Background: an optimization exercise with open tools, aiming at small area, a short achievable clock period and few clock cycles. Do not read the settings as production practice. RTL that was checked went through simulation tests only; none was proved equivalent to the original. The RTL of runs 4 to 6 was laid out without a check of its function. No activity file was given, so power comes from the tool's default toggle rates.

$ cat flow/config.mk
export PLATFORM = sky130hd
export DESIGN_NAME = fdc_engine
export DESIGN_NICKNAME = fdc_engine
export VERILOG_FILES = /design/flow/design.v
export SDC_FILE = /design/flow/constraint.sdc
export NUM_CORES = 4
export LEC_CHECK = 0
export CAP_MARGIN = 20
export CORE_MARGIN = 2
export CORE_UTILIZATION = 40
export CTS_CLUSTER_DIAMETER = 65
export CTS_CLUSTER_SIZE = 40
export PLACE_DENSITY = 0.6
export SETUP_SLACK_MARGIN = 1.6
export SLEW_MARGIN = 20
export SYNTH_HIERARCHICAL = 1
$ cat flow/constraint.sdc
create_clock -name core_clock -period 3.6 [get_ports {clk}]
set_input_delay 0.7200 -clock core_clock [delete_from_list [all_inputs] [get_ports {clk}]]
set_output_delay 0.7200 -clock core_clock [all_outputs]
set_load 0.01 [all_outputs]
$ cat flow/design.v
module fdc_crctab (
    input  wire [7:0]  idx,
    output wire [15:0] val
);
    wire p = ((idx[0] ^ idx[1]) ^ (idx[2] ^ idx[3])) ^
             ((idx[4] ^ idx[5]) ^ (idx[6] ^ idx[7]));
    assign val[15]  = p;
    assign val[14]  = p ^ idx[7];
    assign val[13]  = idx[7] ^ idx[6];
    assign val[12]  = idx[6] ^ idx[5];
    assign val[11]  = idx[5] ^ idx[4];
    assign val[10]  = idx[4] ^ idx[3];
    assign val[9]   = idx[3] ^ idx[2];
    assign val[8]   = idx[2] ^ idx[1];
    assign val[7]   = idx[1] ^ idx[0];
    assign val[6]   = idx[0];
    assign val[5:1] = 5'd0;
    assign val[0]   = p;
endmodule
module fdc_par8 (
    input  wire [7:0] v,
    output wire       p
);
    assign p = ((v[0] ^ v[1]) ^ (v[2] ^ v[3])) ^ ((v[4] ^ v[5]) ^ (v[6] ^ v[7]));
endmodule
module fdc_xor2 (
    input  wire a,
    input  wire b,
    output wire y
);
    assign y = a ^ b;
endmodule
module fdc_crcstep (
    input  wire [15:0] c,
    input  wire [7:0]  b,
    output wire [15:0] n
);
    wire [7:0] x  = c[7:0] ^ b;
    wire pc, pb, pb7;
    fdc_par8 u_pc (.v(c[7:0]), .p(pc));
    fdc_par8 u_pb (.v(b), .p(pb));
    fdc_par8 u_pb7 (.v({1'b0, b[6:0]}), .p(pb7));
    fdc_xor2 u_n15 (.a(pc), .b(pb), .y(n[15]));
    fdc_xor2 u_n14 (.a(pc ^ c[7]), .b(pb7), .y(n[14]));
    assign n[13] = x[7] ^ x[6];
    assign n[12] = x[6] ^ x[5];
    assign n[11] = x[5] ^ x[4];
    assign n[10] = x[4] ^ x[3];
    assign n[9]  = x[3] ^ x[2];
    assign n[8]  = x[2] ^ x[1];
    assign n[7]  = c[15] ^ x[1] ^ x[0];
    assign n[6]  = c[14] ^ x[0];
    assign n[5:1] = c[13:9];
    fdc_xor2 u_n0 (.a(c[8] ^ pc), .b(pb), .y(n[0]));
endmodule
module fdc_add8 (
    input  wire [7:0] a,
    input  wire [7:0] b,
    output wire [7:0] s
);
    assign s = a + b;
endmodule
module fdc_patbit (
    input  wire clk,
    input  wire keep,
    input  wire wa,
    input  wire wb,
    output reg  q
);
    always @(posedge clk)
        q <= (q && keep) || (wa && wb);
endmodule
module fdc_sel4 (
    input  wire [3:0] sel,
    input  wire [3:0] v,
    output wire       hit
);
    assign hit = |(sel & v);
endmodule
module fdc_miss8 (
    input  wire [7:0] sel,
    input  wire [7:0] v,
    output wire       miss
);
    wire [1:0] h;
    fdc_sel4 u0 (.sel(sel[3:0]), .v(v[3:0]), .hit(h[0]));
    fdc_sel4 u1 (.sel(sel[7:4]), .v(v[7:4]), .hit(h[1]));
    assign miss = !(h[0] || h[1]);
endmodule
module fdc_sel16 (
    input  wire [15:0] sel,
    input  wire [15:0] v,
    output wire        hit
);
    wire [1:0] m;
    fdc_miss8 u0 (.sel(sel[7:0]),  .v(v[7:0]),  .miss(m[0]));
    fdc_miss8 u1 (.sel(sel[15:8]), .v(v[15:8]), .miss(m[1]));
    assign hit = !(m[0] && m[1]);
endmodule
module fdc_odsel (
    input  wire [7:0] sum,
    input  wire [7:0] clo,
    input  wire [7:0] chi,
    input  wire [7:0] esc,
    input  wire [7:0] rest,
    input  wire       s_sum,
    input  wire       s_clo,
    input  wire       s_chi,
    input  wire       s_esc,
    output wire [7:0] q
);
    assign q = ({8{s_sum}} & sum) | ({8{s_clo}} & clo) | ({8{s_chi}} & chi) |
               (s_esc ? esc : rest);
endmodule
module fdc_nor2 (
    input  wire a,
    input  wire b,
    output wire y
);
    assign y = !(a || b);
endmodule
module fdc_engine (
    input  wire        clk,
    input  wire        rst,
    input  wire        cmd_valid,
    output wire        cmd_ready,
    input  wire [31:0] cmd_word,
    input  wire [31:0] cmd_arg,
    input  wire        cmd_empty,
    input  wire        in_valid,
    output wire        in_ready,
    input  wire [7:0]  in_data,
    input  wire        in_last,
    output wire        out_valid,
    input  wire        out_ready,
    output wire [7:0]  out_data,
    output wire        done,
    output wire [7:0]  status
);
    localparam [7:0] OP_SETSTAFF = 8'h02;
    localparam [7:0] OP_RESET    = 8'h0A;
    localparam [7:0] OP_STUFF    = 8'h50;
    localparam [7:0] OP_UNSTUFF  = 8'h51;
    localparam [7:0] OP_MOD256   = 8'h60;
    localparam [7:0] OP_CRC16    = 8'h61;
    reg  [7:0]   cfg_esc;
    reg          cfg_en;
    wire [255:0] cfg_pat;
    reg        busy;          
    reg        idle;          
    reg        run;           
    reg        fin0;          
    reg        fin1;          
    reg        irdy;          
    reg        k_stuff, k_unst, k_mod, k_crc, k_set;
    reg        ord;           
    reg        s_err;         
    reg        s_opd;         
    reg [7:0]  acc8;          
    reg        t2;            
    reg        ov;            
    reg [7:0]  od;            
    reg [7:0]  lb;            
    reg        sk_v;          
    reg [3:0]  rowm;          
    reg        fresh;         
    reg        pe_r;          
    reg        kept;          
    wire [7:0] c_op     = cmd_word[7:0];
    wire       c_hi0    = (cmd_word[31:9] == 23'd0);
    wire       c_b8     = cmd_word[8];
    wire       c_set    = (c_op == OP_SETSTAFF) && c_hi0 && !c_b8;
    wire       c_rst    = (c_op == OP_RESET)    && c_hi0 && !c_b8;
    wire       c_stuff  = (c_op == OP_STUFF)    && c_hi0 && !c_b8;
    wire       c_unst   = (c_op == OP_UNSTUFF)  && c_hi0 && !c_b8;
    wire       c_mod    = (c_op == OP_MOD256)   && c_hi0 && !c_b8;
    wire       c_crc    = (c_op == OP_CRC16)    && c_hi0;
    wire       c_legal  = c_set || c_rst || c_stuff || c_unst || c_mod || c_crc;
    wire       c_opd    = c_set && (cmd_arg[31:9] != 23'd0);
    wire       c_ok     = c_legal && !c_opd;
    assign cmd_ready = idle;
    wire   cmd_fire  = cmd_valid && idle;
    assign in_ready  = irdy;
    wire   in_fire   = in_valid && irdy;
    assign out_valid = ov;
    assign out_data  = od;
    wire   hold      = ov && !out_ready;
    assign done      = fin0 || (fin1 && out_ready);
    assign status    = {4'd0, s_opd, s_opd, 1'b0, s_err};
    wire [15:0] dlo = 16'd1 << in_data[3:0];
    wire [15:0] dhi = 16'd1 << in_data[7:4];
    reg  pat_clr;
    wire pat_keep = !pat_clr;
    wire pat_we   = !rst && in_fire && k_set;
    wire [15:0] dhi_we = dhi & {16{pat_we}};
    genvar gi;
    generate
        for (gi = 0; gi < 256; gi = gi + 1) begin : g_pat
            fdc_patbit u_bit (
                .clk  (clk),
                .keep (pat_keep),
                .wa   (dhi_we[gi / 16]),
                .wb   (dlo[gi % 16]),
                .q    (cfg_pat[gi])
            );
        end
    endgenerate
    wire [15:0] row_sel;
    genvar gc;
    generate
        for (gc = 0; gc < 16; gc = gc + 1) begin : g_col
            wire [15:0] col;
            genvar gr;
            for (gr = 0; gr < 16; gr = gr + 1) begin : g_bit
                assign col[gr] = cfg_pat[16 * gr + gc];
            end
            fdc_sel16 u_col (.sel(dhi), .v(col), .hit(row_sel[gc]));
        end
    endgenerate
    wire [15:0] dlo_en = dlo & {16{cfg_en}};
    wire [3:0] rowm_g;
    genvar gq;
    generate
        for (gq = 0; gq < 4; gq = gq + 1) begin : g_grp
            fdc_sel4 u_grp (.sel(dlo_en[4*gq +: 4]), .v(row_sel[4*gq +: 4]), .hit(rowm_g[gq]));
        end
    endgenerate
    wire [3:0] rowm_n = rowm_g;
    wire [1:0] rowm_z;
    fdc_nor2 u_z0 (.a(rowm[0]), .b(rowm[1]), .y(rowm_z[0]));
    fdc_nor2 u_z1 (.a(rowm[2]), .b(rowm[3]), .y(rowm_z[1]));
    wire p_last = !(rowm_z[0] && rowm_z[1]);
    wire [15:0] crc_next;
    fdc_crcstep u_crc (.c({acc8, od}), .b(in_data), .n(crc_next));
    wire [7:0]  sum_next;
    fdc_add8 u_add (.a(od), .b(in_data), .s(sum_next));
    wire        crc_swap = in_last && !ord;
    wire [7:0]  crc_acc  = crc_swap ? crc_next[7:0]  : crc_next[15:8];
    wire k_byte  = k_stuff || k_unst;
    wire pe_src  = fresh ? p_last : pe_r;
    wire pe_eff  = k_stuff && ov && pe_src;
    wire u_drop  = kept && p_last && (in_data == cfg_esc);
    wire in_keep = in_fire && !u_drop;
    wire busy_n  = cmd_fire || (busy && !done);
    wire run_n   = (cmd_fire && !cmd_empty) || (run && !(in_fire && in_last));
    wire act     = busy && !hold;
    wire s_c     = !busy;
    wire s_esc   = act && pe_eff;
    wire s_lb    = act && k_byte && sk_v;
    wire s_in    = act && k_byte && !sk_v;
    wire s_sum   = act && k_mod && in_fire;
    wire s_crc   = act && k_crc && in_fire;
    wire s_a8    = act && k_crc && !run && t2;
    wire s_hold  = !(s_c || s_lb || s_in || s_sum || s_crc || s_a8);
    wire [7:0] od_rest = ({8{s_c}}   & {8{c_op[0]}}) |
                         ({8{s_lb}}  & lb)           |
                         ({8{s_in}}  & in_data)      |
                         ({8{s_a8}}  & acc8)         |
                         ({8{s_hold}} & od);
    wire [7:0] od_n;
    fdc_odsel u_odsel (.sum(sum_next), .clo(crc_next[7:0]), .chi(crc_next[15:8]),
                       .esc(cfg_esc), .rest(od_rest),
                       .s_sum(s_sum), .s_clo(s_crc && !crc_swap), .s_chi(s_crc && crc_swap),
                       .s_esc(s_esc), .q(od_n));
    reg ov_n;
    always @(*) begin
        if (hold)
            ov_n = 1'b1;
        else if (!busy)
            ov_n = cmd_fire && cmd_empty && (c_mod || c_crc);
        else if (k_stuff)
            ov_n = pe_eff || sk_v || in_fire;
        else if (k_unst)
            ov_n = sk_v || in_keep;
        else if (k_mod || k_crc)
            ov_n = run ? (in_fire && in_last) : t2;
        else
            ov_n = 1'b0;
    end
    wire sk_v_n  = k_stuff ? ((in_fire || sk_v) && (hold || pe_eff)) :
                   k_unst  ? ((in_keep || sk_v) && hold) : 1'b0;
    wire fresh_n = k_stuff && in_fire && !hold && !pe_eff;
    wire pe_r_n  = hold ? pe_src : (sk_v && !pe_eff && p_last);
    wire kept_n  = !cmd_fire && (in_fire ? !u_drop : kept);
    wire t2_n    = cmd_fire ? (c_crc && cmd_empty) :
                   ((in_fire && in_last && k_crc) || (t2 && (hold || run)));
    reg fin_n;
    always @(*) begin
        if (cmd_fire)
            fin_n = cmd_empty && !c_crc;
        else if (!busy)
            fin_n = 1'b0;
        else if (fin0 || fin1)
            fin_n = hold;
        else if (run)
            fin_n = in_fire && in_last &&
                    (k_unst ? (!hold || u_drop) : !(k_stuff || k_crc));
        else if (k_stuff)
            fin_n = hold             ? (!sk_v && !pe_src) :
                    (ov && pe_src)   ? !sk_v :
                    sk_v             ? !p_last : 1'b1;
        else if (k_unst)
            fin_n = !(sk_v && hold);
        else if (k_crc)
            fin_n = !hold;
        else
            fin_n = 1'b1;
    end
    wire irdy_n = run_n && !sk_v_n;
    always @(posedge clk) begin
        if (rst) begin
            cfg_esc <= 8'h00;
            cfg_en  <= 1'b0;
            busy    <= 1'b0;
            idle    <= 1'b1;
            run     <= 1'b0;
            fin0    <= 1'b0;
            fin1    <= 1'b0;
            irdy    <= 1'b0;
            ov      <= 1'b0;
            sk_v    <= 1'b0;
            t2      <= 1'b0;
        end else begin
            busy    <= busy_n;
            idle    <= !busy_n;
            run     <= run_n;
            fin0    <= fin_n && !ov_n;
            fin1    <= fin_n && ov_n;
            irdy    <= irdy_n;
            ov      <= ov_n;
            sk_v    <= sk_v_n;
            t2      <= t2_n;
            if (cmd_fire && c_ok && c_set) begin
                cfg_esc <= cmd_arg[7:0];
                cfg_en  <= cmd_arg[8];
            end
            if (cmd_fire && c_ok && c_rst) begin
                cfg_esc <= 8'h00;
                cfg_en  <= 1'b0;
            end
        end
        pat_clr <= rst || (cmd_fire && c_ok && (c_set || c_rst));
        od    <= od_n;
        fresh <= fresh_n;
        pe_r  <= pe_r_n;
        kept  <= kept_n;
        if (cmd_fire) begin
            k_stuff <= c_stuff;
            k_unst  <= c_unst;
            k_mod   <= c_mod;
            k_crc   <= c_crc;
            k_set   <= c_set && !c_opd;
            ord     <= c_b8;
            s_err   <= !c_ok;
            s_opd   <= c_opd;
            acc8    <= 8'hFF;
        end else if (s_crc) begin
            acc8    <= crc_acc;
        end
        if (in_fire) begin
            lb   <= in_data;
            rowm <= rowm_n;
        end
    end
endmodule
$ cat flow/flow/run.sh
#!/bin/bash
# Own layout flow: the standard ORFS flow, with the port buffers made
# from sky130_fd_sc_hd__buf_2 instead of the default delay-buffer family, and
# the timing repair free to change a cell's footprint. Everything else
# (synthesis, floorplan, power grid, CTS, routing) is the standard flow.
set -euo pipefail
W=$PWD
cat > "$W/own.mk" <<EOM
include $W/config.mk
export BUFFER_PORTS_ARGS = -buffer_cell sky130_fd_sc_hd__buf_2
export MATCH_CELL_FOOTPRINT = 0
EOM
sed "s#DESIGN_CONFIG=[^ ]*#DESIGN_CONFIG=$W/own.mk#" standard.sh > "$W/own_standard.sh"
bash "$W/own_standard.sh" > "$W/own_flow.log" 2>&1
$ cat flow/standard.sh
#!/bin/bash
# synth_recipe.tcl (not shown) runs the flow's synth.tcl, then flattens the netlist and writes it again
# the make line also repeats each setting of config.mk as NAME=value (left out here)
make -C /OpenROAD-flow-scripts/flow DESIGN_CONFIG=/design/flow/config.mk WORK_HOME=/design/flow/orfs CLKGATE_MAP_FILE= SYNTH_SCRIPT=/design/flow/synth_recipe.tcl "${@:-finish}"
==> notes.md, run 1 <==
outcome: complete, no violations
TritonCTS clock tree: done
Sum Neg Setup Slack: 0 ns
number of enable-type register cells in the synthesized netlist: 20
TritonCTS sink count: 314
number of antenna-violating nets in the routed design: 0
total setup violations reported at the end of the flow: 0
area of the placeable core: 32400 um^2
Finished Layout Cells: 1879
top cells by instance count after synthesis: 294 x dfxtp_1, 257 x a22o_1, 145 x a22oi_1, 126 x nor2_1, 122 x nand2_1
worst-margin pin slew: 1.24 ns
most frequent cell after synthesis: dfxtp_1
cell with the largest stage delay on the worst path: edfxtp_1
startpoint kind of the worst setup timing path: register
wire length of the first global-routing pass: 60600 um
number of storage elements in the synthesis netlist: 314
power per cell area: 444 nW/um^2
Worst Path Max Fanout: 8
unrepaired setup endpoints after global routing: true
critical path arrival: 2.34 ns
worst min-delay path class: in2reg
count of final max-slew check failures: 0
number of vias after detailed routing: 11.1k
sort of element at the end of the critical path: register
post-placement cell area: 14500 um^2
Fillers: 3060
hold path depth: 3
floorplan die area: 34200 um^2
top area cells in the synthesized netlist: dfxtp_1 45%, a22o_1 17%, a22oi_1 8.3%
area share of the leading cell type in the synthesized netlist: 44.9%
cell count of the worst reg-to-reg path: 8
Max H-tree Level: 1
number of maximum-capacitance constraint violations: 0
Synth-to-Final Area Change: 18.7%
initial detailed-routing violation count: 1090
Async S/R FF share, synth: 0%
fraction of layout instances using a drive strength above 1: 19.6%
predominant post-synthesis flop cell: dfxtp_1
leak pwr: 6.23 nW
initial antenna violation count: 0
Post-Route WL: 40100 um
drt pass-1 iters: 6
count of input and output buffers: 93
minimum clock period after layout: 1.95 ns
CTS root buf: clkbuf_16
row count: 66
worst slew margin relative to its limit: 17.5%
global-route usage over all layers: 22.8%
final-report hold violation count: 0
maximum VDD drop: 270 uV
number of synthesis warnings: 8
final net count: 1511
drt via density: 5.93
GR Overflow Total: 0
remaining routing DRC violations: 0
final design instance area without fill: 15600 um^2
Mapped Avg Cell Area: 10.3 um^2
count of cell types in the netlist: 66
latest clock arrival within the worst-skew pair: 0.55 ns
critical path's most frequent cell: nand2_1
timing-limited maximum frequency: 512 MHz
final worst-path cycle share: 54.3%
largest buffer count on any clock path: 3
Routed WL per cell: 21.3 um
critical path required time: 3.99 ns
number of instances in the synthesized netlist: 1278
HPWL Detailed: 26200 um
worst clock skew on the final layout: 0.0449 ns
cell taking the most area after synthesis: dfxtp_1
Seq/Total Area, Yosys: 49.5%
GPL Wtd Cong: 0.854
effective utilization at floorplan: 40.5%
mapped cell area: 13100 um^2
post-CTS clock slew at the launch and capture registers of the worst setup and hold paths: 0.10 ns
smallest setup slack after layout: 1.65 ns
final core utilization: 48.1%
die height: 185 um
Critical Path, Cell by Cell: nor2_1 -> nand2_1 -> a21bo_2 -> nand3_1 -> nor2_4 -> buf_12 -> mux2i_1 -> nand2_1
setup slack after placement: 0.570 ns
number of global-route vias before repair: 10.3k
number of top-level pins: 99
Ant. Diodes: 0
cts bufs inserted: 19
cell total after placement: 1828
die outline width: 185 um
maximum number of pins on one net before global-route repair: 257
largest stage delay on the critical path: 0.40 ns
Worst Setup Path Type: reg2reg
## kinds of logic (layout without fill, tap and decap cells)
logic type                 after synthesis  after routing  synth area share (%)
muxes                                   33             33                  2.60
DFF                                    314            314                  49.5
buffers and inverters                   57            212                  2.10
and+or+nand+nor                        337            337                  11.7
xor gates and xnor gates                54             54                  3.78
adders and majority gates                8              8                 0.821
other                                    2              6                0.0573
AOI/OAI and AO/OA                      473            473                  29.5
## modules after synthesis, one instance, submodules excluded
module,copies in the design,cells,area [um^2],flops+latches
fdc_odsel,1,27,205,0
fdc_add8,1,42,332,0
fdc_xor2,3,1,8.76,0
fdc_patbit,256,2,28.8,1
fdc_miss8,32,1,3.75,0
fdc_engine,1,395,3300,58
fdc_crcstep,1,24,221,0
fdc_sel16,16,1,3.75,0
fdc_sel4,68,3,18.8,0
fdc_par8,3,7,61.3,0
fdc_nor2,2,1,3.75,0
## metrics by stage
step | power (mW) | hold slack [ns]
2_1_floorplan | 4.18 | 0.456
3_3_place_gp | 4.42 | 0.466
3_5_place_dp | 4.43 | 0.471
4_1_cts | 6.92 | 0.421
5_1_grt | 7.14 | 0.445
6_report | 6.91 | 0.433
## power by group
| group | total, mW | internal [mW] | switching, mW |
|---|---|---|---|
| Combinational | 0.824 | 0.325 | 0.499 |
| Clock | 2.50 | 1.14 | 1.36 |
| Sequential | 3.60 | 3.54 | 0.0533 |
| Total | 6.91 | 5.01 | 1.91 |
## what timing repair did
item,in CTS,in global routing
hold buffers,0,0
setup endpoints to repair,72,47
pin swaps,3,7
setup buffers,8,9
resized for setup,41,37
hold endpoints to repair,0,0
## placed cells by master, fill, tap and decap left out, types with 12 or more instances in the layout
| cell type | count |
|---|---|
| a22o_1 | 257 |
| dfxtp_1 | 286 |
| inv_1 | 19 |
| buf_2 | 85 |
| a21oi_1 | 15 |
| xor2_1 | 15 |
| xnor2_1 | 36 |
| buf_4 | 62 |
| nor2_2 | 19 |
| mux2i_1 | 25 |
| nor4_1 | 12 |
| o211ai_1 | 20 |
| edfxtp_1 | 20 |
| nand2_1 | 116 |
| nor2_1 | 96 |
| nor2_4 | 12 |
| clkbuf_16 | 19 |
| a22oi_1 | 142 |
## state kept, by name (all words and copies together), names as in the netlist, 4 cells and up
| register | flops |
|---|---|
| od | 8 |
| cfg_esc | 8 |
| acc8 | 8 |
| rowm | 4 |
| lb | 8 |
| g_pat.u_bit.q | 256 |
## critical path: cells and delay by family, from the launching register on
| kind | cells | cell delay (ns) |
|---|---|---|
| buffers and inverters | 1 | 0.14 |
| flip-flops | 1 | 0.40 |
| multiplexers | 1 | 0.29 |
| AO/OA/AOI/OAI | 1 | 0.20 |
| AND/OR/NAND/NOR | 5 | 0.76 |
## routing by layer
layer	vias up	part of all wire (%)	global-route usage [%]
li1	5218	-	-
met1	5449	46	32.6
met2	399	45	36.0
met3	69	6.0	2.56
met4	0	2.8	6.92
met5	-	0	0
## cell type report
cell class / instances / area, um^2 / share of cell area, %
Inverter: 22 / 86.3 / 0.555
Clock buffer: 21 / 483 / 3.10
Sequential cell: 314 / 6500 / 41.8
Timing Repair Buffer: 156 / 1020 / 6.55
Clock inverter: 13 / 185 / 1.19
Multi-Input combinational cell: 911 / 6730 / 43.3
Tap cell: 442 / 553 / 3.55
## final timing paths
path	end	slack, ns	start
setup / recovery	od[7]	1.65	rowm[1]
hold / removal	cfg_esc[3]	0.43	cmd_arg[3]
setup reg to reg	od[7]	1.65	rowm[1]
hold reg to reg	g_pat[36].u_bit.q	0.49	g_pat[36].u_bit.q
Testbench counts, summed over its fixed seeds: cycles 15,081.
==> run 2, diff against run 1 <==
--- a/flow/config.mk
+++ b/flow/config.mk
@@ -12,5 +12,5 @@
 export CTS_CLUSTER_SIZE = 40
 export PLACE_DENSITY = 0.6
-export SETUP_SLACK_MARGIN = 1.6
+export SETUP_SLACK_MARGIN = 1.7
 export SLEW_MARGIN = 20
 export SYNTH_HIERARCHICAL = 1
==> run 2 against run 1 <==
Effect of this change:
- still clean
- critical endpoint is now done
- clock skew down 0.019 ns
- routed wire length up 2.8%
- sequential power about the same
- cell area up 6.4%
- critical path depth down 5
- synthesized cell count unchanged
- hold slack worse by 0.056 ns
- flip-flop and latch count unchanged
==> notes.md, run 2 <==
outcome: complete, no violations
largest buffer count on any clock path: 3 (unchanged)
Max H-tree Level: 1 (unchanged)
HPWL Detailed: 27400 um (+4.9%)
timing-limited maximum frequency: 519 MHz (+1.5%)
worst clock skew on the final layout: 0.0255 ns (-0.0194 ns)
latest clock arrival within the worst-skew pair: 0.57 ns (+0.02 ns)
final-report hold violation count: 0 (unchanged)
top area cells in the synthesized netlist: dfxtp_1 45%, a22o_1 17%, a22oi_1 8.3%
startpoint kind of the worst setup timing path: register
minimum clock period after layout: 1.93 ns (-0.0287 ns)
die height: 185 um (unchanged)
final hold slack: 0.376 ns (-0.0563 ns)
family with the most delay on the worst path: flip-flops
largest stage delay on the critical path: 0.33 ns (-0.07 ns)
Highest Signal Layer: met4
worst-margin pin slew: 0.823 ns (-0.415 ns)
number of antenna-violating nets in the routed design: 0 (unchanged)
Ant. Diodes: 0 (unchanged)
cell taking the most area after synthesis: dfxtp_1
mapped cell area: 13100 um^2 (unchanged)
count of final max-slew check failures: 0 (unchanged)
Seq/Total Area, Yosys: 49.5% (unchanged)
smallest setup slack after layout: 1.67 ns (+0.0287 ns)
Fillers: 2940 (-3.9%)
count of input and output buffers: 93 (unchanged)
Critical Path, Cell by Cell: a21oi_2 -> inv_1 -> buf_2
number of vias after detailed routing: 11.3k (+1.4%)
global-route usage over all layers: 23.3% (+0.49 points)
commonest non-fill, non-tap cells in the layout: 282 x dfxtp_1, 257 x a22o_1, 127 x a22oi_1, 110 x nand2_1, 92 x nor2_1
number of storage elements in the synthesis netlist: 314 (unchanged)
critical path required time: 2.88 ns (-1.11 ns)
worst slew margin relative to its limit: 44.8% (+27 points)
final worst-path cycle share: 53.5% (-0.80 points)
row count: 66 (unchanged)
area share of the leading cell type in the synthesized netlist: 44.9% (unchanged)
sort of element at the end of the critical path: primary output
Synth-to-Final Area Change: 26.3%
number of top-level pins: 99 (unchanged)
Worst Path Max Fanout: 2 (-6)
Routed met3 length: 2030 um (-16%)
Sum Neg Setup Slack: 0 ns (unchanged)
fraction of layout instances using a drive strength above 1: 25.1% (+5.5 points)
number of instances in the synthesized netlist: 1278 (unchanged)
number of enable-type register cells in the synthesized netlist: 20 (unchanged)
unrepaired setup endpoints after global routing: true
critical path arrival: 1.21 ns (-1.13 ns)
power per cell area: 469 nW/um^2 (+5.4%)
post-layout total power: 7.76 mW (+12%)
Async S/R FF share, synth: 0% (unchanged)
TritonCTS sink count: 314 (unchanged)
predominant post-synthesis flop cell: dfxtp_1
initial antenna violation count: 0 (unchanged)
setup slack after placement: 0.724 ns (+0.154 ns)
TritonCTS clock tree: done
number of maximum-capacitance constraint violations: 0 (unchanged)
cell total after placement: 1832 (+0.22%)
Metal-1 WL: 17700 um (-3.8%)
floorplan die area: 34200 um^2 (unchanged)
GPL Wtd Cong: 0.908 (+6.2%)
Mapped Avg Cell Area: 10.3 um^2 (unchanged)
CTS root buf: clkbuf_16
final net count: 1543 (+2.1%)
post-CTS clock slew at the launch and capture registers of the worst setup and hold paths: 0.08 ns (-0.02 ns)
register containing the most flip-flops in the final layout: g_pat.u_bit.q
Finished Layout Cells: 1917 (+2.0%)
number of synthesis warnings: 8 (unchanged)
cts bufs inserted: 26 (+7)
GR Overflow Total: 0 (unchanged)
drt pass-1 iters: 8 (+2)
Worst Setup Path Type: reg2out
leak pwr: 6.62 nW (+6.2%)
die outline width: 185 um (unchanged)
wire length of the first global-routing pass: 61800 um (+1.9%)
Post-Route WL: 41200 um (+2.8%)
worst min-delay path class: in2reg
final core utilization: 51.1% (+3.1 points)
Routed WL per cell: 21.5 um (+0.81%)
hold-fix buffer count after cts: 0 (unchanged)
effective utilization at floorplan: 40.5% (unchanged)
area of the placeable core: 32400 um^2 (unchanged)
DR WL met2: 19900 um (+9.8%)
initial detailed-routing violation count: 796 (-27%)
maximum VDD drop: 372 uV (+38%)
cell with the largest stage delay on the worst path: dfxtp_2
remaining routing DRC violations: 0 (unchanged)
number of flip-flops under the largest register name: 256 (unchanged)
total setup violations reported at the end of the flow: 0 (unchanged)
most common cell after layout, fill and taps aside: dfxtp_1
count of cell types in the netlist: 66 (unchanged)
maximum number of pins on one net before global-route repair: 117 (-54%)
post-placement cell area: 14600 um^2 (+1.2%)
top cells by instance count after synthesis: 294 x dfxtp_1, 257 x a22o_1, 145 x a22oi_1, 126 x nor2_1, 122 x nand2_1
drt via density: 5.89 (-0.59%)
number of global-route vias before repair: 10.6k (+3.6%)
CP bufs+invs: 2 (+1)
final design instance area without fill: 16600 um^2 (+6.4%)
most frequent cell after synthesis: dfxtp_1
[run 2: cell counts after synthesis]
Identical to the previous run, type by type.
[run 2: worst paths after layout]
path | from | to | slack, ns | cells past startpoint
min | in_data[4] | lb[4] | 0.38 | 1
max | fin1 | done | 1.67 | 3
max reg2reg | od[0] | od[6] | 1.69 | 8
min reg2reg | g_pat[131].u_bit.q | g_pat[131].u_bit.q | 0.49 | 1
[run 2: metal layers]
metal  global-route usage [%]  up-vias
met5                        0        -
met4                     9.05        0
met3                     2.79       82
met2                     38.9      352
met1                     30.7     5563
li1                         -     5296
[run 2: area by class of cell]
| class | instances | area (um^2) | area share (%) |
|---|---|---|---|
| repair buffers | 180 | 1360 | 8.22 |
| flip-flops and latches | 314 | 6510 | 39.4 |
| well taps | 442 | 553 | 3.34 |
| inverters | 22 | 88.8 | 0.537 |
| clock buffers | 26 | 651 | 3.93 |
| clock inverters | 21 | 318 | 1.92 |
| repair inverters | 1 | 5.00 | 0.0302 |
| multi-input cells | 911 | 7060 | 42.7 |
[run 2: what timing repair did]
action,4_1_cts,5_1_grt
cloned,0,2
endpoints found under the setup margin,293,256
hold endpoints to repair,0,0
pin swaps,25,35
resized for setup,69,74
setup buffers,25,11
[run 2: cell families (layout without fill, tap and decap cells)]
logic type	after synthesis	after routing	share of synthesized area (%)
buffers and inverters	57	250	2.10
xor gates and xnor gates	54	54	3.78
other	2	6	0.0573
AOI/OAI and AO/OA	473	473	29.5
DFF	314	314	49.5
and+or+nand+nor	337	337	11.7
adders and majority gates	8	8	0.821
muxes	33	33	2.60
[run 2: worst register-to-register path, cell delays in order (launching register included)]
cell and delay [ns]:
dfxtp_4 0.36, ha_4 0.13, inv_2 0.04, fa_2 0.36, nor2b_4 0.14, o31a_1 0.17, o311ai_2 0.13, a222oi_1 0.38
nand2_1 0.09
[run 2: modules after synthesis, one instance, submodules excluded, a selection]
module | cells inside | copies in the design
fdc_add8 | 42 | 1
fdc_miss8 | 1 | 32
fdc_sel16 | 1 | 16
fdc_sel4 | 3 | 68
fdc_odsel | 27 | 1
fdc_crcstep | 24 | 1
[run 2: where the power goes]
group	leakage, nW	total (mW)	internal [mW]	switching (mW)
clock network	0.470	3.17	1.55	1.62
registers	2.56	3.60	3.54	0.0566
logic	3.59	0.985	0.428	0.557
total	6.62	7.76	5.52	2.23
==> run 3, diff against run 2 <==
--- a/flow/config.mk
+++ b/flow/config.mk
@@ -9,8 +9,8 @@
 export CORE_MARGIN = 2
 export CORE_UTILIZATION = 40
-export CTS_CLUSTER_DIAMETER = 65
-export CTS_CLUSTER_SIZE = 40
+export CTS_CLUSTER_DIAMETER = 70
+export CTS_CLUSTER_SIZE = 50
 export PLACE_DENSITY = 0.6
-export SETUP_SLACK_MARGIN = 1.7
+export SETUP_SLACK_MARGIN = 1.65
 export SLEW_MARGIN = 20
 export SYNTH_HIERARCHICAL = 1
==> run 3 against run 2 <==
Effect of this change:
- largest power group unchanged
- hold slack better by 0.027 ns
- cell area decreased by 4.5%
- die area did not move
- cell count shrank 1.6%
- clock power down 19%
- setup slack worse by 0.016 ns
- largest cell class unchanged
==> notes.md, run 3 <==
outcome: complete, no violations
top cells by instance count after synthesis: 294 x dfxtp_1, 257 x a22o_1, 145 x a22oi_1, 126 x nor2_1, 122 x nand2_1
CTS root buf: clkbuf_16
HPWL Detailed: 26300 um (-4.0%)
power per cell area: 448 nW/um^2 (-4.4%)
most common cell after layout, fill and taps aside: dfxtp_1
TritonCTS clock tree: done
mapped cell area: 13100 um^2 (unchanged)
WHS Endpoint: cfg_esc[5]
Routed WL per cell: 21.5 um (about the same)
Post-Route WL: 40600 um (-1.5%)
number of antenna-violating nets in the routed design: 0 (unchanged)
effective utilization at floorplan: 40.5% (unchanged)
largest buffer count on any clock path: 3 (unchanged)
setup slack of the worst register-to-register path: 1.69 ns (about the same)
top area cells in the synthesized netlist: dfxtp_1 45%, a22o_1 17%, a22oi_1 8.3%
maximum VDD drop: 361 uV (-3.2%)
unrepaired setup endpoints after global routing: true
start point of the worst hold path: cmd_arg[5]
worst slew margin relative to its limit: 54.0% (+9.1 points)
sort of element at the end of the critical path: register
worst min-delay path class: in2reg
family with the most delay on the worst path: compound AO/OA/AOI/OAI gates
cell with the largest stage delay on the worst path: a222oi_1
setup slack after placement: 0.660 ns (-0.0634 ns)
final core utilization: 48.8% (-2.3 points)
final design instance area without fill: 15800 um^2 (-4.5%)
drt via density: 5.88 (-0.18%)
number of synthesis warnings: 8 (unchanged)
critical path arrival: 2.36 ns (+1.15 ns)
cts bufs inserted: 19 (-27%)
worst-margin pin slew: 0.689 ns (-0.134 ns)
remaining routing DRC violations: 0 (unchanged)
floorplan die area: 34200 um^2 (unchanged)
area of the placeable core: 32400 um^2 (unchanged)
GR Overflow Total: 0 (unchanged)
cell total after placement: 1829 (-0.16%)
latest clock arrival within the worst-skew pair: 0.54 ns (-0.03 ns)
count of cell types in the netlist: 66 (unchanged)
wire length of the first global-routing pass: 62000 um (+0.31%)
die height: 185 um (unchanged)
post-layout total power: 7.08 mW (-8.7%)
Fillers: 3029 (+3.0%)
drt pass-1 iters: 6 (-2)
commonest non-fill, non-tap cells in the layout: 285 x dfxtp_1, 257 x a22o_1, 143 x a22oi_1, 117 x nand2_1, 101 x nor2_1
count of final max-slew check failures: 0 (unchanged)
initial antenna violation count: 0 (unchanged)
initial detailed-routing violation count: 973 (+22%)
predominant post-synthesis flop cell: dfxtp_1
number of enable-type register cells in the synthesized netlist: 20 (unchanged)
maximum number of pins on one net before global-route repair: 120 (+2.6%)
Critical Path, Cell by Cell: buf_4 -> ha_4 -> o211ai_1 -> o21ai_1 -> xor2_1 -> a222oi_1 -> nand2_1
area share of the leading cell type in the synthesized netlist: 44.9% (unchanged)
final-report hold violation count: 0 (unchanged)
cell count of the worst reg-to-reg path: 8 (unchanged)
smallest setup slack after layout: 1.66 ns (-0.0161 ns)
final net count: 1519 (-1.6%)
startpoint kind of the worst setup timing path: input pin
hold path depth: 3 (+2)
cell taking the most area after synthesis: dfxtp_1
number of vias after detailed routing: 11.1k (-1.7%)
count of input and output buffers: 93 (unchanged)
Worst Setup Path Type: in2reg
Async S/R FF share, synth: 0% (unchanged)
global-route usage over all layers: 23.2% (-0.066 points)
number of storage elements in the synthesis netlist: 314 (unchanged)
hold-fix buffer count after cts: 0 (unchanged)
register containing the most flip-flops in the final layout: g_pat.u_bit.q
Sum Neg Setup Slack: 0 ns (unchanged)
number of maximum-capacitance constraint violations: 0 (unchanged)
TritonCTS sink count: 314 (unchanged)
die outline width: 185 um (unchanged)
final hold slack: 0.403 ns (+0.0268 ns)
Ant. Diodes: 0 (unchanged)
Mapped Avg Cell Area: 10.3 um^2 (unchanged)
Max H-tree Level: 1 (unchanged)
worst reg2reg startpoint: od[0]
endpoint of the most critical register-to-register path: od[0]
Worst Path Max Fanout: 18 (+16)
timing-limited maximum frequency: 515 MHz (-0.83%)
worst clock skew on the final layout: 0.0197 ns (-0.00582 ns)
post-CTS clock slew at the launch and capture registers of the worst setup and hold paths: 0.11 ns (+0.03 ns)
Synth-to-Final Area Change: 20.6%
GPL Wtd Cong: 0.922 (+1.6%)
final worst-path cycle share: 53.9% (+0.45 points)
number of instances in the synthesized netlist: 1278 (unchanged)
most frequent cell after synthesis: dfxtp_1
total setup violations reported at the end of the flow: 0 (unchanged)
leak pwr: 6.34 nW (-4.1%)
minimum clock period after layout: 1.94 ns (+0.0161 ns)
Seq/Total Area, Yosys: 49.5% (unchanged)
fraction of layout instances using a drive strength above 1: 20.7% (-4.4 points)
largest stage delay on the critical path: 0.38 ns (+0.05 ns)
number of flip-flops under the largest register name: 256 (unchanged)
post-placement cell area: 14600 um^2 (-0.50%)
CP bufs+invs: 1 (-1)
row count: 66 (unchanged)
Finished Layout Cells: 1887 (-1.6%)
number of global-route vias before repair: 10.6k (-0.49%)
critical path required time: 4.02 ns (+1.14 ns)
number of top-level pins: 99 (unchanged)
==> run 3: cell counts after synthesis <==
No cell type changed its count.
==> run 3: cell type report <==
| class | instances | area (um^2) | share of cell area (%) |
|---|---|---|---|
| repair buffers | 163 | 1120 | 7.07 |
| clock buffers | 20 | 489 | 3.10 |
| inverters | 22 | 86.3 | 0.546 |
| repair inverters | 1 | 5.00 | 0.0317 |
| multi-input cells | 911 | 6840 | 43.3 |
| well taps | 442 | 553 | 3.50 |
| clock inverters | 14 | 210 | 1.33 |
| flip-flops and latches | 314 | 6500 | 41.2 |
==> run 3: how the worst max path moves through the flow <==
| stage | slack, ns | depth (start not counted) | startpoint | endpoint |
|---|---|---|---|---|
| detailed placement | 0.66 | 9 | in_data[4] | rowm[0] |
| floorplan | 0.33 | 2 | pat_clr | g_pat[0].u_bit.q |
| global route | 1.56 | 8 | od[0] | od[0] |
| finish | 1.66 | 7 | in_data[2] | od[5] |
| CTS | 1.57 | 10 | in_data[7] | rowm[0] |
| global placement | 0.64 | 9 | in_data[4] | rowm[0] |
==> run 3: modules after synthesis, one instance, submodules excluded <==
module       cell area (um^2)  cells  copies in the design
fdc_add8                  332     42                     1
fdc_crcstep               221     24                     1
fdc_engine               3300    395                     1
fdc_miss8                3.75      1                    32
fdc_nor2                 3.75      1                     2
fdc_odsel                 205     27                     1
fdc_par8                 61.3      7                     3
fdc_patbit               28.8      2                   256
fdc_sel16                3.75      1                    16
fdc_sel4                 18.8      3                    68
fdc_xor2                 8.76      1                     3
==> run 3: logic make-up after synthesis <==
kind of cell             after synthesis  synth area share, %
AO/OA/AOI/OAI                        473                 29.5
XOR/XNOR                              54                 3.78
adder cells (fa/ha/maj)                8                0.821
buffers and inverters                 57                 2.10
flip-flops                           314                 49.5
multiplexers                          33                 2.60
other                                  2               0.0573
AND/OR/NAND/NOR                      337                 11.7
==> run 3: worst register-to-register path: stages (launching register included) <==
cell and delay [ns]:
dfxtp_4 0.37, buf_6 0.13, xnor2_4 0.13, xnor2_2 0.15, xnor2_2 0.28, xor2_1 0.20
xor2_1 0.12, a222oi_1 0.35, nand2_1 0.07
==> run 3: what timing repair did <==
| item | in CTS | in global routing |
|---|---|---|
| setup endpoints to repair | 52 | 130 |
| hold endpoints to repair | 0 | 0 |
| resized for setup | 43 | 43 |
| pin swaps | 4 | 16 |
| cloned | 0 | 1 |
| setup buffers | 7 | 16 |
==> run 3: power breakdown <==
group          internal, mW  switching (mW)  total [mW]  leakage (nW)
Combinational         0.379           0.528       0.907          3.45
Clock                  1.12            1.46        2.58         0.340
Sequential             3.54          0.0528        3.60          2.55
==> run 3: routing by layer <==
layer  vias to the layer above  global-route usage (%)  wire length (um)
met5                         -                       0                 0
met4                         0                    6.70              1080
met3                        55                    2.73              2450
met2                       388                    36.2             18200
met1                      5433                    33.6             18800
li1                       5220                       -                 -
==> run 4, diff against run 3 <==
--- a/flow/design.v
+++ b/flow/design.v
@@ -191,7 +191,9 @@
     wire [15:0] dhi = 16'd1 << in_data[7:4];
     reg  pat_clr;
+    reg  pat_we;
     wire pat_keep = !pat_clr;
-    wire pat_we   = !rst && in_fire && k_set;
-    wire [15:0] dhi_we = dhi & {16{pat_we}};
+    wire [15:0] wlo = 16'd1 << lb[3:0];
+    wire [15:0] whi = 16'd1 << lb[7:4];
+    wire [15:0] dhi_we = whi & {16{pat_we}};
     genvar gi;
     generate
@@ -201,5 +203,5 @@
                 .keep (pat_keep),
                 .wa   (dhi_we[gi / 16]),
-                .wb   (dlo[gi % 16]),
+                .wb   (wlo[gi % 16]),
                 .q    (cfg_pat[gi])
             );
@@ -341,4 +343,5 @@
         end
         pat_clr <= rst || (cmd_fire && c_ok && (c_set || c_rst));
+        pat_we  <= !rst && in_fire && k_set;
         od    <= od_n;
         fresh <= fresh_n;
--- a/flow/config.mk
+++ b/flow/config.mk
@@ -9,8 +9,6 @@
 export CORE_MARGIN = 2
 export CORE_UTILIZATION = 40
-export CTS_CLUSTER_DIAMETER = 70
-export CTS_CLUSTER_SIZE = 50
 export PLACE_DENSITY = 0.6
-export SETUP_SLACK_MARGIN = 1.65
+export SETUP_SLACK_MARGIN = 1.6
 export SLEW_MARGIN = 20
 export SYNTH_HIERARCHICAL = 1
==> run 4 against run 3 <==
Effect of this change:
- still clean
- via count up 2.6%
- clock power up 47%
- global-route usage up 0.076 points
==> notes.md, run 4 <==
Synth-to-Final Area Change: 23.7%
mapped cell area: 13300 um^2 (+1.2%)
final worst-path cycle share: 57.2% (+3.3 points)
portion of netlist area occupied by mux cells: 1.80% (-0.79 points)
Post-Route WL: 41400 um (+2.1%)
initial detailed-routing violation count: 1038 (+6.7%)
Critical Path, Cell by Cell: nand2_1 -> nor3_2 -> buf_4 -> a22o_1
effective utilization at floorplan: 40.6% (+0.16 points)
Routed WL per cell: 21.7 um (+0.80%)
row count: 66 (unchanged)
wire length of the first global-routing pass: 62500 um (+0.86%)
GPL Wtd Cong: 0.935 (+1.4%)
outcome: complete, no violations
family with the most delay on the worst path: simple AND/OR/NAND/NOR gates
die height: 186 um (+0.57%)
startpoint kind of the worst setup timing path: register
area taken by multi-input logic gates: 6960 um^2 (+1.8%)
final net count: 1532 (+0.86%)
cell taking the most area after synthesis: dfxtp_1
final core utilization: 50.3% (+1.5 points)
TritonCTS clock tree: done
CP bufs+invs: 1 (unchanged)
critical path arrival: 2.53 ns (+0.17 ns)
number of vias after detailed routing: 11.4k (+2.6%)
Ant. Diodes: 0 (unchanged)
DR WL met2: 18800 um (+3.4%)
drt via density: 5.96 (+1.3%)
area of the placeable core: 32600 um^2 (+0.77%)
number of global-route vias before repair: 10.6k (+0.095%)
Highest Signal Layer: met4
maximum number of pins on one net before global-route repair: 100 (-17%)
timing-limited maximum frequency: 486 MHz (-5.7%)
drt pass-1 iters: 7 (+1)
most common cell after layout, fill and taps aside: dfxtp_1
remaining routing DRC violations: 0 (unchanged)
FF+latch area: 6520 um^2 (+0.29%)
final design instance area without fill: 16400 um^2 (+3.8%)
top area cells in the synthesized netlist: dfxtp_1 45%, a22o_1 17%, a22oi_1 8.2%
sort of element at the end of the critical path: register
Fillers: 2935 (-3.1%)
cell with the largest stage delay on the worst path: nor3_2
Max H-tree Level: 2 (+1)
Compound-Gate Fraction of Synth Area: 30.5% (+1.0 points)
Sum Neg Setup Slack: 0 ns (unchanged)
count of input and output buffers: 93 (unchanged)
most frequent cell after synthesis: dfxtp_1
count of cell types in the netlist: 70 (+6.1%)
Post-Synth Adder-Cell Area: 0.812% (-0.0095 points)
worst-margin pin slew: 1.04 ns (+0.347 ns)
critical path required time: 4.07 ns (+0.05 ns)
number of flip-flops under the largest register name: 256 (unchanged)
Worst Path Max Fanout: 9 (-9)
fraction of synthesized cell area in xor and xnor cells: 3.74% (-0.044 points)
global-route usage over all layers: 23.3% (+0.076 points)
post-placement cell area: 14600 um^2 (+0.29%)
TritonCTS sink count: 315 (+0.32%)
Mapped Avg Cell Area: 10.3 um^2 (+0.38%)
number of antenna-violating nets in the routed design: 0 (unchanged)
Worst Setup Path Type: reg2reg
worst clock skew on the final layout: 0.0253 ns (+0.00562 ns)
HPWL Detailed: 27000 um (+2.3%)
largest buffer count on any clock path: 3 (unchanged)
dominant combinational cell family by area after synthesis: compound AO/OA/AOI/OAI gates
area share of the leading cell type in the synthesized netlist: 44.6% (-0.37 points)
worst min-delay path class: in2reg
fraction of layout instances using a drive strength above 1: 22.1% (+1.4 points)
post-CTS clock slew at the launch and capture registers of the worst setup and hold paths: 0.06 ns (-0.05 ns)
number of enable-type register cells in the synthesized netlist: 20 (unchanged)
leak pwr: 6.49 nW (+2.3%)
register containing the most flip-flops in the final layout: g_pat.u_bit.q
number of synthesis warnings: 8 (unchanged)
number of storage elements in the synthesis netlist: 315 (+0.32%)
minimum clock period after layout: 2.06 ns (+0.118 ns)
Routed met3 length: 2500 um (+2.1%)
floorplan die area: 34600 um^2 (+1.1%)
final hold slack: 0.456 ns (+0.0527 ns)
final-report hold violation count: 0 (unchanged)
Async S/R FF share, synth: 0% (unchanged)
predominant post-synthesis flop cell: dfxtp_1
largest stage delay on the critical path: 0.75 ns (+0.37 ns)
CTS root buf: clkbuf_16
latest clock arrival within the worst-skew pair: 0.53 ns (about the same)
worst slew margin relative to its limit: 30.4% (-24 points)
cts bufs inserted: 35 (+16)
Metal-1 WL: 19100 um (+1.3%)
GR Overflow Total: 0 (unchanged)
number of top-level pins: 99 (unchanged)
Seq/Total Area, Yosys: 49.1% (-0.42 points)
area fraction in and, or, nand and nor cells after synthesis: 11.8% (+0.14 points)
initial antenna violation count: 0 (unchanged)
maximum VDD drop: 336 uV (-6.7%)
die outline width: 186 um (+0.57%)
top cells by instance count after synthesis: 295 x dfxtp_1, 256 x a22o_1, 145 x a22oi_1, 122 x nand2_1, 90 x nor2_1
unrepaired setup endpoints after global routing: true
count of final max-slew check failures: 0 (unchanged)
post-layout total power: 8.23 mW (+16%)
commonest non-fill, non-tap cells in the layout: 287 x dfxtp_1, 256 x a22o_1, 141 x a22oi_1, 118 x nand2_1, 88 x buf_2
number of instances in the synthesized netlist: 1288 (+0.78%)
total setup violations reported at the end of the flow: 0 (unchanged)
number of maximum-capacitance constraint violations: 0 (unchanged)
power per cell area: 502 nW/um^2 (+12%)
run 4: changes by cell type after synthesis, sizes merged, moves of 4 or more:
cell and change:
xor2 +8, a21oi +4, mux2i -9, and4 +5, o21ai +8, nor3 +20, clkbuf -9, nand3 +6
buf +9, xnor2 -8, nor2 -37
run 4: repair_timing:
item | in CTS | in global routing
resized for setup | 41 | 45
hold buffers | 0 | 0
setup buffers | 6 | 15
pin swaps | 5 | 20
setup endpoints to repair | 33 | 213
gates cloned | 0 | 2
run 4: modules after synthesis (local to each module, per instance), excerpt:
module	flip-flops and latches	times used	cells inside	cell area, um^2
fdc_add8	0	1	42	332
fdc_engine	59	1	405	3450
fdc_par8	0	3	7	61.3
fdc_patbit	1	256	2	28.8
fdc_sel16	0	16	1	3.75
fdc_sel4	0	68	3	18.8
fdc_xor2	0	3	1	8.76
run 4: cell type report:
| class | instances | share of cell area (%) |
|---|---|---|
| Timing Repair inverter | 1 | 0.0305 |
| Sequential cell | 315 | 39.8 |
| Multi-Input combinational cell | 922 | 42.5 |
| Inverter | 21 | 0.504 |
| Tap cell | 442 | 3.37 |
| Clock buffer | 48 | 6.25 |
| Timing Repair Buffer | 149 | 6.36 |
| Clock inverter | 13 | 1.25 |
run 4: final timing paths:
check / startpoint / endpoint / slack, ns / cells after the start
worst max register to register: lb[2] / g_pat[197].u_bit.q / 1.54 / 4
worst min-delay path: cmd_arg[7] / cfg_esc[7] / 0.46 / 3
worst min register to register: g_pat[21].u_bit.q / g_pat[21].u_bit.q / 0.48 / 1
worst max-delay path: lb[2] / g_pat[197].u_bit.q / 1.54 / 4
run 4: through the flow:
stage | instances | setup slack (ns)
floorplan | 1292 | 0.327
global placement | 1827 | 0.638
detailed placement | 1827 | 0.638
CTS | 1894 | 1.53
global route | 1911 | 1.49
finish | 1911 | 1.54
run 4: per-layer routing:
metal  up-vias  GRT usage (%)
li1       5336              -
met1      5536           33.1
met2       456           37.0
met3        55           2.84
met4         0           6.55
met5         -              0
run 4: logic make-up after synthesis:
family	count (synthesis)
AO/OA/AOI/OAI	497
XOR/XNOR	54
adder cells (fa/ha/maj)	8
buffers and inverters	56
flip-flops	315
multiplexers	23
other	2
AND/OR/NAND/NOR	333
run 4: where the power goes:
| part | switching [mW] | internal, mW |
|---|---|---|
| sequential | 0.0539 | 3.55 |
| combinational | 0.490 | 0.332 |
| clock | 1.45 | 2.35 |
| total | 1.99 | 6.24 |
run 4: worst reg2reg max path, stage by stage (launching register included):
cell and delay (ns):
edfxtp_1 0.56, nand2_1 0.24, nor3_2 0.75, buf_4 0.32, a22o_1 0.15
==> run 5, diff against run 4 <==
--- a/flow/config.mk
+++ b/flow/config.mk
@@ -10,5 +10,5 @@
 export CORE_UTILIZATION = 40
 export PLACE_DENSITY = 0.6
-export SETUP_SLACK_MARGIN = 1.6
+export SETUP_SLACK_MARGIN = 1.7
 export SLEW_MARGIN = 20
 export SYNTH_HIERARCHICAL = 1
==> run 5 against run 4 <==
Effect of this change:
- global-route usage up 0.39 points
- flip-flop and latch count unchanged
- first-iteration DRC count down 4.8%
- die area unchanged
- non-clock buffer count down 1
- synthesized cell count unchanged
- count of clock-buffer cells in the layout up 8
- utilization up 0.70 points
- still clean
- setup slack worse by 0.054 ns
- via count up 1.2%
- sequential share of layout area down 0.50 points
==> notes.md, run 5 <==
area of the placeable core: 32600 um^2 (unchanged)
number of maximum-capacitance constraint violations: 0 (unchanged)
GR Overflow Total: 0 (unchanged)
worst-margin pin slew: 1.31 ns (+0.275 ns)
wire length of the first global-routing pass: 64000 um (+2.3%)
power per cell area: 483 nW/um^2 (-3.8%)
Routed WL per cell: 21.7 um (about the same)
die height: 186 um (unchanged)
post-CTS clock slew at the launch and capture registers of the worst setup and hold paths: 0.06 ns (about the same)
worst min-delay path class: in2reg
Max H-tree Level: 2 (unchanged)
Async S/R FF share, synth: 0% (unchanged)
Fillers: 2920 (-0.51%)
cell total after placement: 1826 (-0.055%)
maximum number of pins on one net before global-route repair: 257 (+160%)
commonest non-fill, non-tap cells in the layout: 285 x dfxtp_1, 256 x a22o_1, 117 x a22oi_1, 113 x nand2_1, 84 x buf_2
global-route usage over all layers: 23.7% (+0.39 points)
top cells by instance count after synthesis: 295 x dfxtp_1, 256 x a22o_1, 145 x a22oi_1, 122 x nand2_1, 90 x nor2_1
TritonCTS sink count: 315 (unchanged)
TritonCTS clock tree: done
Worst Setup SP: lb[0]
HPWL Detailed: 26700 um (-0.92%)
number of enable-type register cells in the synthesized netlist: 20 (unchanged)
cts bufs inserted: 35 (unchanged)
number of antenna-violating nets in the routed design: 0 (unchanged)
GPL Wtd Cong: 0.911 (-2.6%)
maximum VDD drop: 278 uV (-17%)
cell count of the worst reg-to-reg path: 4 (unchanged)
total setup violations reported at the end of the flow: 0 (unchanged)
sort of element at the end of the critical path: register
worst clock skew on the final layout: 0.0114 ns (-0.0139 ns)
number of global-route vias before repair: 11.2k (+5.5%)
drt pass-1 iters: 5 (-2)
Worst Setup Path Type: reg2reg
startpoint kind of the worst setup timing path: register
remaining routing DRC violations: 0 (unchanged)
unrepaired setup endpoints after global routing: true
final core utilization: 51.0% (+0.70 points)
critical path required time: 4.05 ns (-0.02 ns)
most common cell after layout, fill and taps aside: dfxtp_1
Sum Neg Setup Slack: 0 ns (unchanged)
worst reg2reg startpoint: lb[0]
number of instances in the synthesized netlist: 1288 (unchanged)
count of final max-slew check failures: 0 (unchanged)
drt via density: 6.03 (+1.2%)
Finished Layout Cells: 1911 (unchanged)
mapped cell area: 13300 um^2 (unchanged)
predominant post-synthesis flop cell: dfxtp_1
Ant. Diodes: 0 (unchanged)
Synth-to-Final Area Change: 25.5%
row count: 66 (unchanged)
number of flip-flops under the largest register name: 256 (unchanged)
Post-Route WL: 41400 um (about the same)
number of top-level pins: 99 (unchanged)
number of storage elements in the synthesis netlist: 315 (unchanged)
Seq/Total Area, Yosys: 49.1% (unchanged)
initial antenna violation count: 0 (unchanged)
die outline width: 186 um (unchanged)
area share of the leading cell type in the synthesized netlist: 44.6% (unchanged)
number of synthesis warnings: 8 (unchanged)
critical path arrival: 2.56 ns (+0.03 ns)
outcome: complete, no violations
endpoint of the most critical register-to-register path: g_pat[148].u_bit.q
count of input and output buffers: 93 (unchanged)
CTS root buf: clkbuf_16
Mapped Avg Cell Area: 10.3 um^2 (unchanged)
setup slack of the worst register-to-register path: 1.49 ns (-0.05 ns)
cell taking the most area after synthesis: dfxtp_1
count of cell types in the netlist: 70 (unchanged)
final-report hold violation count: 0 (unchanged)
register containing the most flip-flops in the final layout: g_pat.u_bit.q
most frequent cell after synthesis: dfxtp_1
final worst-path cycle share: 58.7% (+1.5 points)
top area cells in the synthesized netlist: dfxtp_1 45%, a22o_1 17%, a22oi_1 8.2%
initial detailed-routing violation count: 988 (-4.8%)
minimum clock period after layout: 2.11 ns (+0.0545 ns)
leak pwr: 6.50 nW (+0.17%)
Worst Path Max Fanout: 9 (unchanged)
floorplan die area: 34600 um^2 (unchanged)
fraction of layout instances using a drive strength above 1: 25.0% (+2.9 points)
latest clock arrival within the worst-skew pair: 0.51 ns (-0.02 ns)
worst slew margin relative to its limit: 12.6% (-18 points)
post-layout total power: 8.03 mW (-2.4%)
effective utilization at floorplan: 40.6% (unchanged)
timing-limited maximum frequency: 473 MHz (-2.6%)
last element of the critical path: g_pat[148].u_bit.q
final net count: 1530 (-0.13%)
number of vias after detailed routing: 11.5k (+1.2%)
largest buffer count on any clock path: 3 (unchanged)
run 5: where the power goes:
part	switching (mW)	internal [mW]
logic	0.485	0.336
clock network	1.43	2.17
registers	0.0549	3.56
run 5: cell type report:
type                    instances  area (um^2)  share of cell area, %
multi-input cells             922         7210                   43.3
flip-flops and latches        315         6530                   39.3
clock buffers                  56         1140                   6.86
repair buffers                148         1070                   6.45
well taps                     442          553                   3.33
inverters                      21         86.3                  0.519
clock inverters                 7         38.8                  0.233
run 5: per-module statistics from Yosys, one instance, submodules excluded, a selection:
module | cell area, um^2 | cells inside
fdc_sel4 | 18.8 | 3
fdc_sel16 | 3.75 | 1
fdc_crcstep | 221 | 24
fdc_par8 | 61.3 | 7
fdc_patbit | 28.8 | 2
fdc_odsel | 205 | 27
run 5: critical path: stages, from the launching register on:
cell	delay (ns)
edfxtp_1	0.56
nand2b_1	0.31
nor3_2	0.73
buf_4	0.31
a22o_1	0.14
run 5: through the flow:
step | worst slack, ns | cell area (um^2) | hold slack, ns
after floorplan | 0.327 | 13500 | 0.451
after CTS | 1.53 | 16100 | 0.437
after global placement | 0.706 | 14600 | 0.466
final | 1.49 | 16600 | 0.455
after detailed placement | 0.724 | 14600 | 0.471
after global routing | 1.40 | 16600 | 0.451
run 5: logic make-up after synthesis:
group,count (synthesis),synth area share [%]
adders and majority gates,8,0.812
xor gates and xnor gates,54,3.74
buffers and inverters,56,2.23
and+or+nand+nor,333,11.8
DFF,315,49.1
AOI/OAI and AO/OA,497,30.5
muxes,23,1.80
other,2,0.0567
run 5: layer usage:
layer  global-route usage (%)  vias to the layer above  wire length [um]
met5                        0                        -                 0
met2                     37.2                      444             18900
li1                         -                     5338                 -
met4                     9.57                        0              1350
met3                     3.21                       81              2510
met1                     32.7                     5654             18700
run 5: how the worst min path moves through the flow:
stage | startpoint | to | depth (start not counted)
final | cmd_word[8] | ord | 1
after detailed placement | g_pat[210].u_bit.q | g_pat[210].u_bit.q | 1
after global routing | cmd_word[8] | ord | 1
after global placement | g_pat[224].u_bit.q | g_pat[224].u_bit.q | 1
after floorplan | k_set | pat_we | 1
after CTS | cmd_word[8] | ord | 1
run 5: what timing repair did:
action | CTS | global route
gates cloned | 0 | 1
hold buffers | 0 | 0
buffers inserted | 14 | 7
hold endpoints to repair | 0 | 0
pin swaps | 11 | 38
gates resized for setup | 51 | 98
endpoints found under the setup margin | 169 | 174
==> run 6, diff against run 5 <==
--- a/flow/config.mk
+++ b/flow/config.mk
@@ -9,6 +9,8 @@
 export CORE_MARGIN = 2
 export CORE_UTILIZATION = 40
+export CTS_CLUSTER_DIAMETER = 65
+export CTS_CLUSTER_SIZE = 40
 export PLACE_DENSITY = 0.6
-export SETUP_SLACK_MARGIN = 1.7
+export SETUP_SLACK_MARGIN = 1.6
 export SLEW_MARGIN = 20
 export SYNTH_HIERARCHICAL = 1
==> run 6 against run 5 <==
Effect of this change:
- largest cell class unchanged
- critical path depth is 1 lower
- global-route usage shrank 0.62 points
- largest power group unchanged
- synthesized cell count did not move
- sequential power hardly changed
- clock power down 23%
- utilization fell by 2.0 points
- die area unchanged
- still clean on timing, DRC and antenna
==> notes.md, run 6 <==
count of final max-slew check failures: 0 (unchanged)
leak pwr: 6.28 nW (-3.3%)
HPWL Detailed: 27000 um (+0.93%)
Worst Setup Path Type: reg2reg
remaining routing DRC violations: 0 (unchanged)
drt via density: 5.98 (-0.70%)
hold-fix buffer count after cts: 0 (unchanged)
TritonCTS sink count: 315 (unchanged)
floorplan die area: 34600 um^2 (unchanged)
final-report hold violation count: 0 (unchanged)
cell count of the worst reg-to-reg path: 3 (-1)
number of global-route vias before repair: 10.6k (-5.4%)
number of flip-flops under the largest register name: 256 (unchanged)
initial antenna violation count: 0 (unchanged)
post-CTS clock slew at the launch and capture registers of the worst setup and hold paths: 0.09 ns (+0.03 ns)
TritonCTS clock tree: done
global-route usage over all layers: 23.0% (-0.62 points)
number of vias after detailed routing: 11.3k (-1.8%)
number of storage elements in the synthesis netlist: 315 (unchanged)
number of antenna-violating nets in the routed design: 0 (unchanged)
CTS root buf: clkbuf_16
cts bufs inserted: 22 (-37%)
mapped cell area: 13300 um^2 (unchanged)
wire length of the first global-routing pass: 62100 um (-2.9%)
sort of element at the end of the critical path: register
largest buffer count on any clock path: 3 (unchanged)
Sum Neg Setup Slack: 0 ns (unchanged)
number of enable-type register cells in the synthesized netlist: 20 (unchanged)
top area cells in the synthesized netlist: dfxtp_1 45%, a22o_1 17%, a22oi_1 8.2%
final core utilization: 49.0% (-2.0 points)
row count: 66 (unchanged)
outcome: complete, no violations
GPL Wtd Cong: 0.935 (+2.7%)
critical path required time: 4.09 ns (+0.04 ns)
worst min-delay path class: in2reg
startpoint kind of the worst setup timing path: register
number of maximum-capacitance constraint violations: 0 (unchanged)
timing-limited maximum frequency: 489 MHz (+3.5%)
final worst-path cycle share: 56.8% (-2.0 points)
Routed WL per cell: 21.9 um (+0.77%)
Async S/R FF share, synth: 0% (unchanged)
total setup violations reported at the end of the flow: 0 (unchanged)
GR Overflow Total: 0 (unchanged)
effective utilization at floorplan: 40.6% (unchanged)
cell with the largest stage delay on the worst path: nor4_2
register containing the most flip-flops in the final layout: g_pat.u_bit.q
initial detailed-routing violation count: 1047 (+6.0%)
power per cell area: 450 nW/um^2 (-6.9%)
Post-Route WL: 41300 um (-0.34%)
worst clock skew on the final layout: 0.0179 ns (+0.00653 ns)
maximum number of pins on one net before global-route repair: 100 (-61%)
Max H-tree Level: 1 (-1)
cell taking the most area after synthesis: dfxtp_1
number of instances in the synthesized netlist: 1288 (unchanged)
critical path arrival: 2.53 ns (-0.03 ns)
area of the placeable core: 32600 um^2 (unchanged)
Mapped Avg Cell Area: 10.3 um^2 (unchanged)
hold path depth: 3 (+2)
Worst Path Max Fanout: 9 (unchanged)
Critical Path, Cell by Cell: nor4_2 -> buf_4 -> a22o_1
die outline width: 186 um (unchanged)
Seq/Total Area, Yosys: 49.1% (unchanged)
Synth-to-Final Area Change: 20.5%
minimum clock period after layout: 2.04 ns (-0.0706 ns)
count of input and output buffers: 93 (unchanged)
latest clock arrival within the worst-skew pair: 0.53 ns (+0.02 ns)
top cells by instance count after synthesis: 295 x dfxtp_1, 256 x a22o_1, 145 x a22oi_1, 122 x nand2_1, 90 x nor2_1
most frequent cell after synthesis: dfxtp_1
number of top-level pins: 99 (unchanged)
predominant post-synthesis flop cell: dfxtp_1
worst-margin pin slew: 1.05 ns (-0.259 ns)
drt pass-1 iters: 8 (+3)
fraction of layout instances using a drive strength above 1: 21.3% (-3.7 points)
worst slew margin relative to its limit: 29.3% (+17 points)
number of synthesis warnings: 8 (unchanged)
maximum VDD drop: 302 uV (+8.5%)
largest stage delay on the critical path: 0.97 ns (+0.24 ns)
unrepaired setup endpoints after global routing: true
most common cell after layout, fill and taps aside: dfxtp_1
area share of the leading cell type in the synthesized netlist: 44.6% (unchanged)
final net count: 1521 (-0.59%)
die height: 186 um (unchanged)
Ant. Diodes: 0 (unchanged)
count of cell types in the netlist: 70 (unchanged)
commonest non-fill, non-tap cells in the layout: 286 x dfxtp_1, 256 x a22o_1, 143 x a22oi_1, 117 x nand2_1, 88 x buf_2
-- run 6: changes by cell type in the layout (fill, tap and decap cells not counted), sizes merged --
| cell | change |
|---|---|
| clkbuf | -33 |
| buf | +3 |
| clkinv | +2 |
| bufinv | +1 |
| clkinvlp | -1 |
| inv | +6 |
| nor2 | +1 |
-- run 6: metrics by stage --
step	worst slack (ns)	std cells	instance area (um^2)	hold WS [ns]	power, mW
6_report	1.56	1890	16000	0.435	7.19
5_1_grt	1.45	1890	16000	0.426	7.43
4_1_cts	1.58	1872	15600	0.420	7.15
3_5_place_dp	0.638	1827	14600	0.471	4.40
3_3_place_gp	0.638	1827	14600	0.466	4.40
2_1_floorplan	0.327	1292	13500	0.451	4.16
-- run 6: area by class of cell --
cell class,instances,area [um^2]
flip-flops and latches,315,6520
well taps,442,553
inverters,21,82.6
repair buffers,150,1050
clock inverters,14,193
multi-input cells,923,6980
fillers,2979,16600
repair inverters,1,5.00
clock buffers,24,589
-- run 6: Yosys stat by module, one instance, submodules excluded, excerpt --
| module | area, um^2 | flip-flops and latches | cells inside |
|---|---|---|---|
| fdc_sel16 | 3.75 | 0 | 1 |
| fdc_par8 | 61.3 | 0 | 7 |
| fdc_add8 | 332 | 0 | 42 |
| fdc_patbit | 28.8 | 1 | 2 |
| fdc_xor2 | 8.76 | 0 | 1 |
| fdc_crcstep | 221 | 0 | 24 |
| fdc_miss8 | 3.75 | 0 | 1 |
| fdc_nor2 | 3.75 | 0 | 1 |
| fdc_engine | 3450 | 59 | 405 |
| fdc_sel4 | 18.8 | 0 | 3 |
-- run 6: kinds of logic (layout without fill, tap and decap cells) --
logic type / Yosys count / in the layout / share of synthesized area [%]
XOR/XNOR: 54 / 54 / 3.74
flip-flops: 315 / 315 / 49.1
multiplexers: 23 / 23 / 1.80
AO/OA/AOI/OAI: 497 / 497 / 30.5
adder cells (fa/ha/maj): 8 / 8 / 0.812
buffers and inverters: 56 / 210 / 2.23
AND/OR/NAND/NOR: 333 / 335 / 11.8
other: 2 / 6 / 0.0567
-- run 6: path summary, 6_finish.rpt --
path,from,endpoint,slack (ns)
worst max-delay path,lb[2],g_pat[32].u_bit.q,1.56
worst min-delay path,cmd_arg[7],cfg_esc[7],0.43
worst max register to register,lb[2],g_pat[32].u_bit.q,1.56
worst min register to register,g_pat[228].u_bit.q,g_pat[228].u_bit.q,0.49
-- run 6: what timing repair did --
item,CTS,global route
cloned,0,3
setup endpoints to repair,33,246
pin swaps,5,20
gates resized for setup,37,48
buffers inserted,7,15
-- run 6: layer usage --
metal | routed length [um] | global-route usage [%] | up-vias
li1 | - | - | 5313
met1 | 19200 | 33.1 | 5482
met2 | 18700 | 36.8 | 459
met3 | 2470 | 2.58 | 57
met4 | 903 | 5.76 | 0
met5 | 0 | 0 | -
-- run 6: worst max-delay path, delay by kind of cell, from the launching register on --
family / cells / cell delay [ns]
and+or+nand+nor: 1 / 0.97
DFF: 1 / 0.56
buffers and inverters: 1 / 0.33
AOI/OAI and AO/OA: 1 / 0.14
-- run 6: power breakdown --
group	leakage (nW)	switching (mW)	internal (mW)	total, mW
logic	3.33	0.490	0.333	0.824
clock network	0.384	1.42	1.34	2.76
registers	2.56	0.0534	3.55	3.60

==> what the ideal ports hide <==
The flow's constraints put no driver on any port. The routed layouts listed below were extracted and timed again, unchanged, in two steps.
Step 1, drivers: a clkbuf_16 drives clk and a buf_2 each remaining input, both assumed.
Step 2 moves the port delays by t, midway between the first and last clock arrival at a register: inputs arrive t later, outputs are due t later. That takes back most of the time a late clock gives input paths.
Slacks: ideal ports / drivers / drivers and shift; pairs: ideal ports / drivers.
| run | t, ns | slack for setup (ns) | hold slack, ns |
|---|---|---|---|
| run 1 | 0.576 | 1.645 / 1.620 / 1.084 | 0.433 / 0.406 / 0.495 |
| run 2 | 0.599 | 1.674 / 1.628 / 1.081 | 0.376 / 0.369 / 0.487 |
| run 3 | 0.585 | 1.658 / 1.641 / 1.095 | 0.403 / 0.381 / 0.494 |
| run 4 | 0.557 | 1.540 / 1.540 / 1.069 | 0.456 / 0.435 / 0.482 |
| run 5 | 0.551 | 1.486 / 1.486 / 1.129 | 0.455 / 0.432 / 0.484 |
| run 6 | 0.575 | 1.556 / 1.556 / 1.087 | 0.435 / 0.410 / 0.488 |
After both steps every run listed still meets setup and hold. The setup slack of run 2, which loses most, moves by -0.046 ns with the drivers and by -0.593 ns with both steps.
